This design comes from an exercise in tuning for small area on the open sky130 flow, not from production work. The RTL was checked by simulation tests, not by an equivalence proof against the original design. Power is estimated from default activity; no workload was simulated.

==> design.v <==
module camctl_bus #(
    parameter [7:0] REG_SCCB_SUBADDR   = 8'hF2,
    parameter [7:0] REG_SCCB_WRITE     = 8'hF3,
    parameter [7:0] REG_SCCB_READ      = 8'hF4,
    parameter [7:0] REG_SCCB_OPERATION = 8'hF5,
    parameter [7:0] REG_SCCB_STATUS    = 8'hF6,
    parameter [7:0] OP_WRITE_3         = 8'h37,
    parameter [7:0] OP_WRITE_2         = 8'h33,
    parameter [7:0] OP_READ_2          = 8'hF9,
    parameter       POLL_ATTEMPTS      = 5,
    parameter       POLL_DELAY         = 8
) (
    input  wire       clk,
    input  wire       rst,
    input  wire       cmd_valid,
    output wire       cmd_ready,
    input  wire [2:0] cmd_op,
    input  wire [7:0] cmd_addr,
    input  wire [7:0] cmd_val,
    output reg        rsp_valid,
    output reg  [1:0] rsp_status,
    output reg  [7:0] rsp_code,
    output reg  [7:0] rsp_data,
    output reg        tr_req,
    output reg        tr_we,
    output reg  [7:0] tr_addr,
    output reg  [7:0] tr_wdata,
    input  wire       tr_done,
    input  wire       tr_fail,
    input  wire [7:0] tr_rdata,
    output reg        log_valid,
    output reg  [1:0] log_kind,
    output reg  [7:0] log_data
);
    localparam [2:0] C_REG_WRITE    = 3'd0;
    localparam [2:0] C_REG_READ     = 3'd1;
    localparam [2:0] C_SESSION_RST  = 3'd2;
    localparam [2:0] C_SCCB_WRITE   = 3'd3;
    localparam [2:0] C_SCCB_READ    = 3'd4;
    localparam [2:0] C_SENSOR_ENTRY = 3'd5;
    localparam [1:0] ST_NONE      = 2'd0;
    localparam [1:0] ST_TRANSPORT = 2'd1;
    localparam [1:0] ST_PROTOCOL  = 2'd2;
    localparam [1:0] LOG_UNKNOWN_STATUS = 2'd1;
    localparam [1:0] LOG_READ_PHASE     = 2'd2;
    localparam [3:0] W_SUBADDR   = 4'd0;    
    localparam [3:0] W_VALUE     = 4'd1;
    localparam [3:0] W_TRIGGER   = 4'd2;
    localparam [3:0] W_POLL      = 4'd3;
    localparam [3:0] W_END       = 4'd4;
    localparam [3:0] R_SUBADDR   = 4'd5;    
    localparam [3:0] R_TRIGGER1  = 4'd6;
    localparam [3:0] R_POLL1     = 4'd7;
    localparam [3:0] R_TRIGGER2  = 4'd8;
    localparam [3:0] R_POLL2     = 4'd9;
    localparam [3:0] R_RESULT    = 4'd10;
    localparam [3:0] R_END       = 4'd11;
    localparam [3:0] S_PLAIN     = 4'd12;   
    localparam [2:0] F_IDLE  = 3'd0;
    localparam [2:0] F_STEP  = 3'd1;    
    localparam [2:0] F_XFER  = 3'd2;    
    localparam [2:0] F_DELAY = 3'd3;    
    localparam [2:0] F_RESP  = 3'd4;    
    localparam [2:0] F_PLOG  = 3'd5;    
    reg  [2:0] fsm;
    reg  [3:0] step;
    reg  [2:0] op;
    reg  [7:0] reg_a;       
    reg  [7:0] reg_v;       
    reg        sentinel;    
    reg        poll_fail;   
    reg  [2:0] attempt;
    reg  [7:0] dly;
    reg  [7:0] rdata;
    reg        latch_set;
    reg  [1:0] latch_kind;
    reg  [7:0] latch_code;
    assign cmd_ready = (fsm == F_IDLE);
    wire is_poll = (step == W_POLL) || (step == R_POLL1) || (step == R_POLL2);
    always @(posedge clk) begin
        if (rst) begin
            fsm        <= F_IDLE;
            step       <= 4'd0;
            op         <= 3'd0;
            reg_a      <= 8'd0;
            reg_v      <= 8'd0;
            sentinel   <= 1'b0;
            poll_fail  <= 1'b0;
            attempt    <= 3'd0;
            dly        <= 8'd0;
            rdata      <= 8'd0;
            latch_set  <= 1'b0;
            latch_kind <= ST_NONE;
            latch_code <= 8'd0;
            rsp_valid  <= 1'b0;
            rsp_status <= ST_NONE;
            rsp_code   <= 8'd0;
            rsp_data   <= 8'd0;
            tr_req     <= 1'b0;
            tr_we      <= 1'b0;
            tr_addr    <= 8'd0;
            tr_wdata   <= 8'd0;
            log_valid  <= 1'b0;
            log_kind   <= 2'd0;
            log_data   <= 8'd0;
        end else begin
            rsp_valid <= 1'b0;
            log_valid <= 1'b0;
            case (fsm)
            F_IDLE: begin
                if (cmd_valid) begin
                    op       <= cmd_op;
                    reg_a    <= cmd_addr;
                    reg_v    <= cmd_val;
                    sentinel <= (cmd_op == C_SENSOR_ENTRY) && (cmd_addr == 8'hFF);
                    rdata    <= 8'd0;
                    case (cmd_op)
                    C_SESSION_RST: begin
                        latch_set  <= 1'b0;
                        latch_kind <= ST_NONE;
                        latch_code <= 8'd0;
                        fsm        <= F_RESP;
                    end
                    C_REG_WRITE, C_REG_READ: begin
                        step <= S_PLAIN;
                        fsm  <= latch_set ? F_RESP : F_STEP;
                    end
                    C_SCCB_READ: begin
                        step <= R_SUBADDR;
                        fsm  <= latch_set ? F_RESP : F_STEP;
                    end
                    C_SCCB_WRITE: begin
                        step <= W_SUBADDR;
                        fsm  <= latch_set ? F_RESP : F_STEP;
                    end
                    C_SENSOR_ENTRY: begin
                        if (cmd_addr == 8'hFF) begin
                            step <= R_SUBADDR;
                            reg_a <= cmd_val;
                        end else begin
                            step <= W_SUBADDR;
                        end
                        fsm <= latch_set ? F_RESP : F_STEP;
                    end
                    default: fsm <= F_RESP;
                    endcase
                end
            end
            F_STEP: begin
                if (is_poll) begin
                    attempt <= 3'd1;
                    dly     <= POLL_DELAY;
                    fsm     <= F_DELAY;
                end else begin
                    case (step)
                    S_PLAIN: begin
                        tr_req   <= 1'b1;
                        tr_we    <= (op == C_REG_WRITE);
                        tr_addr  <= reg_a;
                        tr_wdata <= (op == C_REG_WRITE) ? reg_v : 8'd0;
                        fsm      <= F_XFER;
                    end
                    W_SUBADDR, W_VALUE, W_TRIGGER, R_SUBADDR, R_TRIGGER1, R_TRIGGER2: begin
                        if (latch_set) begin
                            step <= step + 4'd1;
                        end else begin
                            tr_req <= 1'b1;
                            tr_we  <= 1'b1;
                            fsm    <= F_XFER;
                            case (step)
                            W_SUBADDR:  begin tr_addr <= REG_SCCB_SUBADDR;   tr_wdata <= reg_a;      end
                            W_VALUE:    begin tr_addr <= REG_SCCB_WRITE;     tr_wdata <= reg_v;      end
                            W_TRIGGER:  begin tr_addr <= REG_SCCB_OPERATION; tr_wdata <= OP_WRITE_3; end
                            R_SUBADDR:  begin tr_addr <= REG_SCCB_SUBADDR;   tr_wdata <= reg_a;      end
                            R_TRIGGER1: begin tr_addr <= REG_SCCB_OPERATION; tr_wdata <= OP_WRITE_2; end
                            default:    begin tr_addr <= REG_SCCB_OPERATION; tr_wdata <= OP_READ_2;  end
                            endcase
                        end
                    end
                    W_END: begin
                        if (poll_fail && !latch_set) begin
                            latch_set  <= 1'b1;
                            latch_kind <= ST_PROTOCOL;
                            latch_code <= 8'd0;
                        end
                        fsm <= F_RESP;
                    end
                    R_RESULT: begin
                        if (latch_set) begin
                            rdata <= 8'd0;
                            step  <= R_END;
                        end else begin
                            tr_req   <= 1'b1;
                            tr_we    <= 1'b0;
                            tr_addr  <= REG_SCCB_READ;
                            tr_wdata <= 8'd0;
                            fsm      <= F_XFER;
                        end
                    end
                    R_END: begin
                        if (sentinel && !latch_set) begin
                            reg_a <= 8'hFF;
                            reg_v <= 8'h00;
                            rdata <= 8'd0;
                            step  <= W_SUBADDR;
                        end else begin
                            if (sentinel)
                                rdata <= 8'd0;
                            fsm <= F_RESP;
                        end
                    end
                    default: fsm <= F_RESP;
                    endcase
                end
            end
            F_DELAY: begin
                if (dly > 8'd1) begin
                    dly <= dly - 8'd1;
                end else if (latch_set) begin
                    poll_fail <= 1'b1;
                    fsm       <= F_PLOG;
                end else begin
                    tr_req   <= 1'b1;
                    tr_we    <= 1'b0;
                    tr_addr  <= REG_SCCB_STATUS;
                    tr_wdata <= 8'd0;
                    fsm      <= F_XFER;
                end
            end
            F_XFER: begin
                if (tr_done || tr_fail) begin
                    tr_req <= 1'b0;
                    if (tr_fail) begin
                        latch_set  <= 1'b1;
                        latch_kind <= ST_TRANSPORT;
                        latch_code <= tr_rdata;
                    end
                    if (is_poll) begin
                        if (tr_fail || tr_rdata == 8'h00 || tr_rdata == 8'h04
                            || attempt == POLL_ATTEMPTS) begin
                            poll_fail <= tr_fail || (tr_rdata != 8'h00);
                            fsm       <= F_PLOG;
                        end else begin
                            attempt <= attempt + 3'd1;
                            dly     <= POLL_DELAY;
                            fsm     <= F_DELAY;
                        end
                        if (!tr_fail && tr_rdata != 8'h00 && tr_rdata != 8'h03
                            && tr_rdata != 8'h04) begin
                            log_valid <= 1'b1;
                            log_kind  <= LOG_UNKNOWN_STATUS;
                            log_data  <= tr_rdata;
                        end
                    end else if (step == S_PLAIN) begin
                        rdata <= (tr_fail || tr_we) ? 8'd0 : tr_rdata;
                        fsm   <= F_RESP;
                    end else if (step == R_RESULT) begin
                        rdata <= tr_fail ? 8'd0 : tr_rdata;
                        step  <= R_END;
                        fsm   <= F_STEP;
                    end else begin
                        step <= step + 4'd1;
                        fsm  <= F_STEP;
                    end
                end
            end
            F_PLOG: begin
                if (step != W_POLL && poll_fail) begin
                    log_valid <= 1'b1;
                    log_kind  <= LOG_READ_PHASE;
                    log_data  <= (step == R_POLL1) ? 8'd1 : 8'd2;
                end
                step <= step + 4'd1;
                fsm  <= F_STEP;
            end
            F_RESP: begin
                rsp_valid  <= 1'b1;
                rsp_status <= latch_kind;
                rsp_code   <= latch_code;
                rsp_data   <= latch_set ? 8'd0 : rdata;
                fsm        <= F_IDLE;
            end
            default: fsm <= F_IDLE;
            endcase
        end
    end
endmodule
module camctl_rx #(
    parameter [31:0] PTS_SENTINEL = 32'h0000_0000
) (
    input  wire        clk,
    input  wire        rst,
    input  wire        s_valid,
    input  wire [7:0]  s_data,
    input  wire        s_last,
    input  wire        s_restart,
    input  wire        cfg_varlen,
    input  wire [23:0] cfg_expected,
    output reg         q_valid,
    output reg  [1:0]  q_outcome,
    output reg         q_close,
    output reg  [11:0] q_len
);
    localparam [1:0] O_FIRST     = 2'd0;
    localparam [1:0] O_INTER     = 2'd1;
    localparam [1:0] O_LAST      = 2'd2;
    localparam [1:0] O_DISCARDED = 2'd3;
    reg  [11:0] cnt;         
    reg  [7:0]  hdr_len;     
    reg  [7:0]  hdr_flags;   
    reg  [31:0] hdr_pts;     
    reg         pend;
    reg  [11:0] pend_len;
    reg  [31:0] last_pts;
    reg         last_fid;
    reg         discarding;
    reg         frame_open;
    reg  [23:0] acc_len;
    reg         acc_over;    
    always @(posedge clk) begin
        if (rst) begin
            cnt       <= 12'd0;
            hdr_len   <= 8'd0;
            hdr_flags <= 8'd0;
            hdr_pts   <= 32'd0;
            pend      <= 1'b0;
            pend_len  <= 12'd0;
        end else begin
            pend <= 1'b0;
            if (s_valid) begin
                case (cnt)
                12'd0: hdr_len   <= s_data;
                12'd1: hdr_flags <= s_data;
                12'd2: hdr_pts[7:0]   <= s_data;
                12'd3: hdr_pts[15:8]  <= s_data;
                12'd4: hdr_pts[23:16] <= s_data;
                12'd5: hdr_pts[31:24] <= s_data;
                default: ;
                endcase
                if (s_last) begin
                    cnt      <= 12'd0;
                    pend     <= 1'b1;
                    pend_len <= cnt + 12'd1;
                end else begin
                    cnt <= cnt + 12'd1;
                end
            end
        end
    end
    wire        malformed = (pend_len < 12'd12) || (hdr_len != 8'd12);
    wire        err_bit   = hdr_flags[6];
    wire        no_pts    = !hdr_flags[2];
    wire        fid       = hdr_flags[0];
    wire        eof       = hdr_flags[1];
    wire [11:0] n         = pend_len - 12'd12;
    wire        invalid   = malformed || err_bit || no_pts;
    wire        boundary  = (hdr_pts != last_pts) || (fid != last_fid);
    wire [24:0] acc_sum   = {1'b0, acc_len} + {13'd0, n};
    wire        size_bad  = !cfg_varlen &&
                            (acc_over || acc_sum[24] || acc_sum[23:0] != cfg_expected);
    always @(posedge clk) begin
        if (rst) begin
            last_pts   <= PTS_SENTINEL;
            last_fid   <= 1'b0;
            discarding <= 1'b0;
            frame_open <= 1'b0;
            acc_len    <= 24'd0;
            acc_over   <= 1'b0;
            q_valid    <= 1'b0;
            q_outcome  <= O_DISCARDED;
            q_close    <= 1'b0;
            q_len      <= 12'd0;
        end else begin
            q_valid <= 1'b0;
            if (pend) begin
                q_valid   <= 1'b1;
                q_close   <= 1'b0;
                q_len     <= 12'd0;
                q_outcome <= O_DISCARDED;
                if (invalid) begin
                    discarding <= 1'b1;
                    frame_open <= 1'b0;
                    acc_len    <= 24'd0;
                    acc_over   <= 1'b0;
                end else if (boundary) begin
                    q_outcome  <= O_FIRST;
                    q_close    <= frame_open;
                    q_len      <= n;
                    last_pts   <= hdr_pts;
                    last_fid   <= fid;
                    discarding <= 1'b0;
                    frame_open <= 1'b1;
                    acc_len    <= {12'd0, n};
                    acc_over   <= 1'b0;
                end else if (discarding) begin
                end else if (!frame_open) begin
                    discarding <= 1'b1;
                    acc_len    <= 24'd0;
                    acc_over   <= 1'b0;
                end else if (eof) begin
                    if (size_bad) begin
                        discarding <= 1'b1;
                        frame_open <= 1'b0;
                    end else begin
                        q_outcome  <= O_LAST;
                        q_len      <= n;
                        last_pts   <= PTS_SENTINEL;
                        frame_open <= 1'b0;
                    end
                    acc_len  <= 24'd0;
                    acc_over <= 1'b0;
                end else begin
                    q_outcome <= O_INTER;
                    q_len     <= n;
                    acc_len   <= acc_sum[23:0];
                    acc_over  <= acc_over || acc_sum[24];
                end
            end
            if (s_restart) begin
                last_pts   <= PTS_SENTINEL;
                last_fid   <= 1'b0;
                discarding <= 1'b0;
                frame_open <= 1'b0;
                acc_len    <= 24'd0;
                acc_over   <= 1'b0;
            end
        end
    end
endmodule
module camctl (
    input  wire        clk,
    input  wire        rst,
    input  wire        cmd_valid,
    output wire        cmd_ready,
    input  wire [2:0]  cmd_op,
    input  wire [7:0]  cmd_addr,
    input  wire [7:0]  cmd_val,
    output wire        rsp_valid,
    output wire [1:0]  rsp_status,
    output wire [7:0]  rsp_code,
    output wire [7:0]  rsp_data,
    output wire        tr_req,
    output wire        tr_we,
    output wire [7:0]  tr_addr,
    output wire [7:0]  tr_wdata,
    input  wire        tr_done,
    input  wire        tr_fail,
    input  wire [7:0]  tr_rdata,
    output wire        log_valid,
    output wire [1:0]  log_kind,
    output wire [7:0]  log_data,
    input  wire        s_valid,
    input  wire [7:0]  s_data,
    input  wire        s_last,
    input  wire        s_restart,
    input  wire        cfg_varlen,
    input  wire [23:0] cfg_expected,
    output wire        q_valid,
    output wire [1:0]  q_outcome,
    output wire        q_close,
    output wire [11:0] q_len
);
    camctl_bus u_bus (
        .clk        (clk),
        .rst        (rst),
        .cmd_valid  (cmd_valid),
        .cmd_ready  (cmd_ready),
        .cmd_op     (cmd_op),
        .cmd_addr   (cmd_addr),
        .cmd_val    (cmd_val),
        .rsp_valid  (rsp_valid),
        .rsp_status (rsp_status),
        .rsp_code   (rsp_code),
        .rsp_data   (rsp_data),
        .tr_req     (tr_req),
        .tr_we      (tr_we),
        .tr_addr    (tr_addr),
        .tr_wdata   (tr_wdata),
        .tr_done    (tr_done),
        .tr_fail    (tr_fail),
        .tr_rdata   (tr_rdata),
        .log_valid  (log_valid),
        .log_kind   (log_kind),
        .log_data   (log_data)
    );
    camctl_rx u_rx (
        .clk          (clk),
        .rst          (rst),
        .s_valid      (s_valid),
        .s_data       (s_data),
        .s_last       (s_last),
        .s_restart    (s_restart),
        .cfg_varlen   (cfg_varlen),
        .cfg_expected (cfg_expected),
        .q_valid      (q_valid),
        .q_outcome    (q_outcome),
        .q_close      (q_close),
        .q_len        (q_len)
    );
endmodule
==> run.sh <==
#!/bin/bash
# synth_recipe.tcl (not shown) runs the flow's synth.tcl, then flattens the netlist and writes it again
# the make line also repeats each setting of config.mk as NAME=value (left out here)
make -C /OpenROAD-flow-scripts/flow DESIGN_CONFIG=/design/flow/config.mk WORK_HOME=/design/flow/orfs CLKGATE_MAP_FILE= SYNTH_SCRIPT=/design/flow/synth_recipe.tcl finish
==> config.mk <==
export PLATFORM = sky130hd
export DESIGN_NAME = camctl
export DESIGN_NICKNAME = camctl
export VERILOG_FILES = /design/flow/design.v
export SDC_FILE = /design/flow/constraint.sdc
export NUM_CORES = 4
export LEC_CHECK = 0
export CAP_MARGIN = 20
export CORE_MARGIN = 2
export CORE_UTILIZATION = 40
export SLEW_MARGIN = 20
==> constraint.sdc <==
create_clock -name core_clock -period 6.0 [get_ports {clk}]
set_input_delay 1.2000 -clock core_clock [delete_from_list [all_inputs] [get_ports {clk}]]
set_output_delay 1.2000 -clock core_clock [all_outputs]
set_load 0.01 [all_outputs]
==> run summary <==
## area by class of cell
cell class | count | area (µm²)
timing repair buffer | 141 | 1390
clock inverter | 5 | 86.3
fill | 2976 | 15700
tap | 396 | 495
multi-input combinational | 1104 | 6860
sequential | 251 | 5020
inverter | 35 | 131
clock buffer | 44 | 841
## metrics by stage
stage / util (%) / setup WS (ns) / std cells
final: 48.6 / 1.36 / 1976
after global routing: 48.6 / 1.07 / 1976
after CTS: 48.6 / 1.20 / 1976
after detailed placement: 45.5 / 1.24 / 1927
after global placement: 45.5 / 1.31 / 1927
after floorplan: - / 1.92 / 1465
## report_power, final
| group | internal [mW] | total [mW] | switching, mW | leakage, nW |
|---|---|---|---|---|
| sequential | 1.79 | 1.96 | 0.164 | 2.03 |
| combinational | 0.484 | 1.25 | 0.770 | 3.21 |
| clock | 1.04 | 1.72 | 0.684 | 0.455 |
| total | 3.32 | 4.94 | 1.62 | 5.70 |
## critical path: cells and delay by family, from the launching register on
| kind | cells | cell delay, ns |
|---|---|---|
| DFF | 1 | 0.34 |
| adders and majority gates | 1 | 0.41 |
| buffers and inverters | 2 | 0.35 |
| and+or+nand+nor | 5 | 1.49 |
| AOI/OAI and AO/OA | 8 | 1.73 |
| xor gates and xnor gates | 1 | 0.20 |
## synthesized netlist by cell type (8+ instances only)
master / number / area [µm²]
nor4_1: 12 / 75.1
or3_1: 8 / 50.1
a21o_1: 8 / 60.1
xor2_1: 36 / 315
nand2b_1: 10 / 62.6
a211oi_1: 21 / 158
nand4_1: 16 / 100
a22oi_1: 39 / 293
nand2_1: 121 / 454
and3_1: 25 / 156
o21ai_1: 15 / 75.1
a22o_1: 32 / 280
mux2i_1: 59 / 591
o21ai_0: 86 / 430
nor2_1: 220 / 826
clkbuf_1: 58 / 218
nand3_1: 29 / 145
inv_1: 35 / 131
nor3_1: 27 / 135
xnor2_1: 62 / 543
and2_1: 18 / 113
a21oi_1: 105 / 526
dfxtp_1: 251 / 5020
a31oi_1: 11 / 68.8
ha_1: 29 / 363
nor2b_1: 14 / 87.6
## worst max-delay path by stage
stage	start	endpoint	slack, ns	cells after the start
after floorplan	u_rx.pend_len[4]$_SDFFE_PP0P_	u_rx.last_pts[10]$_SDFFE_PP0P_	1.92	18
after global routing	u_rx.pend_len[4]$_SDFFE_PP0P_	u_rx.last_pts[13]$_SDFFE_PP0P_	1.07	18
after global placement	u_rx.pend_len[4]$_SDFFE_PP0P_	u_rx.q_len[11]$_SDFFE_PP0P_	1.31	16
after CTS	u_rx.pend_len[4]$_SDFFE_PP0P_	u_rx.q_len[11]$_SDFFE_PP0P_	1.20	16
final	u_rx.pend_len[4]$_SDFFE_PP0P_	u_rx.last_pts[27]$_SDFFE_PP0P_	1.36	17
after detailed placement	u_rx.pend_len[4]$_SDFFE_PP0P_	u_rx.q_len[11]$_SDFFE_PP0P_	1.24	16
## metal layers
layer | vias up | routed length (µm)
met4 | 2 | 584
met2 | 284 | 15400
met5 | - | 14
met3 | 55 | 1710
li1 | 5383 | -
met1 | 5037 | 15600
## sequential cells by signal, summed over array words and instances (netlist names), 8 cells and up
register          flops
u_rx.hdr_pts         32
u_rx.last_pts        32
u_rx.q_len           12
u_rx.cnt             12
u_bus.dly             8
u_bus.rdata           8
u_rx.acc_len         24
u_rx.pend_len        12
u_bus.log_data        8
u_bus.rsp_code        8
u_bus.reg_v           8
u_rx.hdr_len          8
u_bus.latch_code      8
u_bus.reg_a           8
u_bus.rsp_data        8
u_bus.tr_wdata        8
u_bus.tr_addr         8
## logic make-up (layout without fill, tap and decap cells)
family	Yosys count	count (layout)	share of synthesized area, %
AOI/OAI and AO/OA	382	382	20.4
adders and majority gates	30	30	3.11
muxes	60	60	4.88
buffers and inverters	110	225	3.71
and+or+nand+nor	533	533	20.0
xor gates and xnor gates	99	99	7.14
DFF	251	251	40.8
## cell usage in the layout, fill, tap and decap left out, types with 18 or more instances in the layout
master / synthesis / layout
a211oi_1: 21 / 21
a21oi_1: 105 / 105
a22o_1: 32 / 32
a22oi_1: 39 / 39
and2_1: 18 / 18
and3_1: 25 / 25
clkbuf_16: 0 / 28
clkdlybuf4s50_1: 0 / 131
dfxtp_1: 251 / 251
ha_1: 29 / 29
inv_1: 35 / 35
mux2i_1: 59 / 59
nand2_1: 121 / 121
nand3_1: 29 / 29
nor2_1: 220 / 218
nor3_1: 27 / 27
o21ai_0: 86 / 85
xnor2_1: 62 / 62
xor2_1: 36 / 36
==> results.sh <==
export IMPL_outcome="finished clean"
export IMPL_antenna_found_initial=1
export IMPL_finalInstanceArea_um2=14800
export IMPL_max_freq_mhz=216
export IMPL_use_met2_pct=33.3
export IMPL_hold_path_class="flop to flop"
export IMPL_fin_setup_tns_ns=0
export IMPL_arrival_ns=5.07
export IMPL_cts_root_buf="clkbuf_16"
export IMPL_grt_util_met3_pct=3.16
export IMPL_dr_pass1_iters=5
export IMPL_final_max_slew_violation_count=0
export IMPL_postSynthNetCount=1563
export IMPL_ant_nets=0
export IMPL_vias=10800
export IMPL_numCtsBuffers=28
export IMPL_tritoncts="done"
export IMPL_cpPeakStageDelay_ns=0.41
export IMPL_nets=1659
export IMPL_clk_pin_slew_worst_paths_ns=0.06
export IMPL_syn_inst=1465
export IMPL_powerDensity_nw_per_um2=333
export IMPL_routed_via_density=5.45
export IMPL_grt_pass1_wl_um=54100
export IMPL_end_kind="flop"
export IMPL_min_delay_start="u_bus.latch_code[5]$_SDFFE_PP0P_"
export IMPL_busiest_layer="met2"
export IMPL_power_mw=4.94
export IMPL_rsz0062_at_grt="false"
export IMPL_insertedDiodeCount=0
export IMPL_grt_max_degree=65
export IMPL_yosysUniqueCellTypes=74
export IMPL_core_area_um2=30500
export IMPL_areaGrowthSynthToFinish_pct=20.3
export IMPL_critPathKind="flop to flop"
export IMPL_max_clock_path_buffers=3
export IMPL_netlist_area_um2=12300
export IMPL_critPathLaunchType="flop"
export IMPL_fin_crit_ns=4.64
export IMPL_crit_chain="or3_1, or3_1, nor3_1, xnor2_1, inv_1, ha_1, a21o_1, a221oi_4, o21ai_2, o21ai_2, o22ai_1, nor4_1, nand4_1, o21bai_2, a311oi_4, buf_4, a22o_1"
export IMPL_num_io_pins=133
export IMPL_place_area_um2=13900
export IMPL_worst_pin_slew_ns=1.09
export IMPL_timing_final_crit_share_pct=77.3
export IMPL_post_cts_resized=0
export IMPL_wl_um=33300
export IMPL_grt_pass1_vias=10300
export IMPL_rr_endpoint="u_rx.last_pts[27]$_SDFFE_PP0P_"
export IMPL_gr_total_overflow=0
export IMPL_r2r_cells=17
export IMPL_post_dp_hpwl_um=23400
export IMPL_clock_skew_ns=0.0146
export IMPL_port_buffers=132
export IMPL_required_ns=6.43
export IMPL_synth_seq_cells=251
export IMPL_grt_util_met1_pct=26.9
export IMPL_slew_headroom_pct=27.2
export IMPL_htreeDepth=1
export IMPL_holdBufCountCts=0
export IMPL_reg2reg_from="u_rx.pend_len[4]$_SDFFE_PP0P_"
export IMPL_wl_per_cell_um=16.8
export IMPL_ys_flop_type="dfxtp_1"
export IMPL_ys_seq_area_share_pct=40.8
export IMPL_gp_congestion=0.890
export IMPL_hold_depth=2
export IMPL_async_flop_share_pct=0
export IMPL_dieArea_um2=32200
export IMPL_drive_above_1_share_pct=5.06
export IMPL_hold_end="u_bus.rsp_code[5]$_SDFFE_PP0P_"
export IMPL_post_cts_setup_buffer_count=0
export IMPL_crit_fanout=32
export IMPL_drt_iter0_markers=728
export IMPL_hold_violations=0
export IMPL_die_w_um=180
export IMPL_grt_total_usage_pct=19.8
export IMPL_start_util_pct=40.4
export IMPL_p_leak_nw=5.70
export IMPL_ir_worst_vdd_uv=246
export IMPL_cp_slowest_cell="ha_1"
export IMPL_rows=64
export IMPL_avgSynthCellArea_um2=8.42
export IMPL_r2r_setup_slack_ns=1.36
export IMPL_synth_enable_flop_cells=0
export IMPL_clock_sinks=251
export IMPL_maxCapViolCount=0
export IMPL_insertion_delay_ns=0.54
export IMPL_synth_warnings=2
export IMPL_worst_hold_slack_ns=0.452
export IMPL_chipHeight_um=180
export IMPL_drcViolationCount=0
export IMPL_finalSetupViolCount=0

separate check: timing with driven ports:
In the flow no input, the clock included, has a driving cell. The finished layout below was timed again as built, in two steps. Step 1 assumes that a clkbuf_16 drives the clock port and a buf_2 every other input. Step 2 adds t to the input delays and takes it off the output delays; t is the mean of the earliest and latest rising clock arrival at the registers after step 1. Input paths then give back, and output paths get back, about the clock's delay inside the block. Slacks: no drivers / after step 1 / after step 2; pairs: no drivers / after step 1.
shift t [ns]: 0.586
setup slack, ns: 1.362 / 1.362 / 1.362
worst hold slack (ns): 0.452 / 0.452 / 0.452
slew at the worst register clock pin (ns): 0.07 / 0.07
cell pins on the clock port's net: 1
After both steps this run still meets setup and hold. The setup slack of this run moves by 0.000 ns with the drivers and by 0.000 ns with both steps.
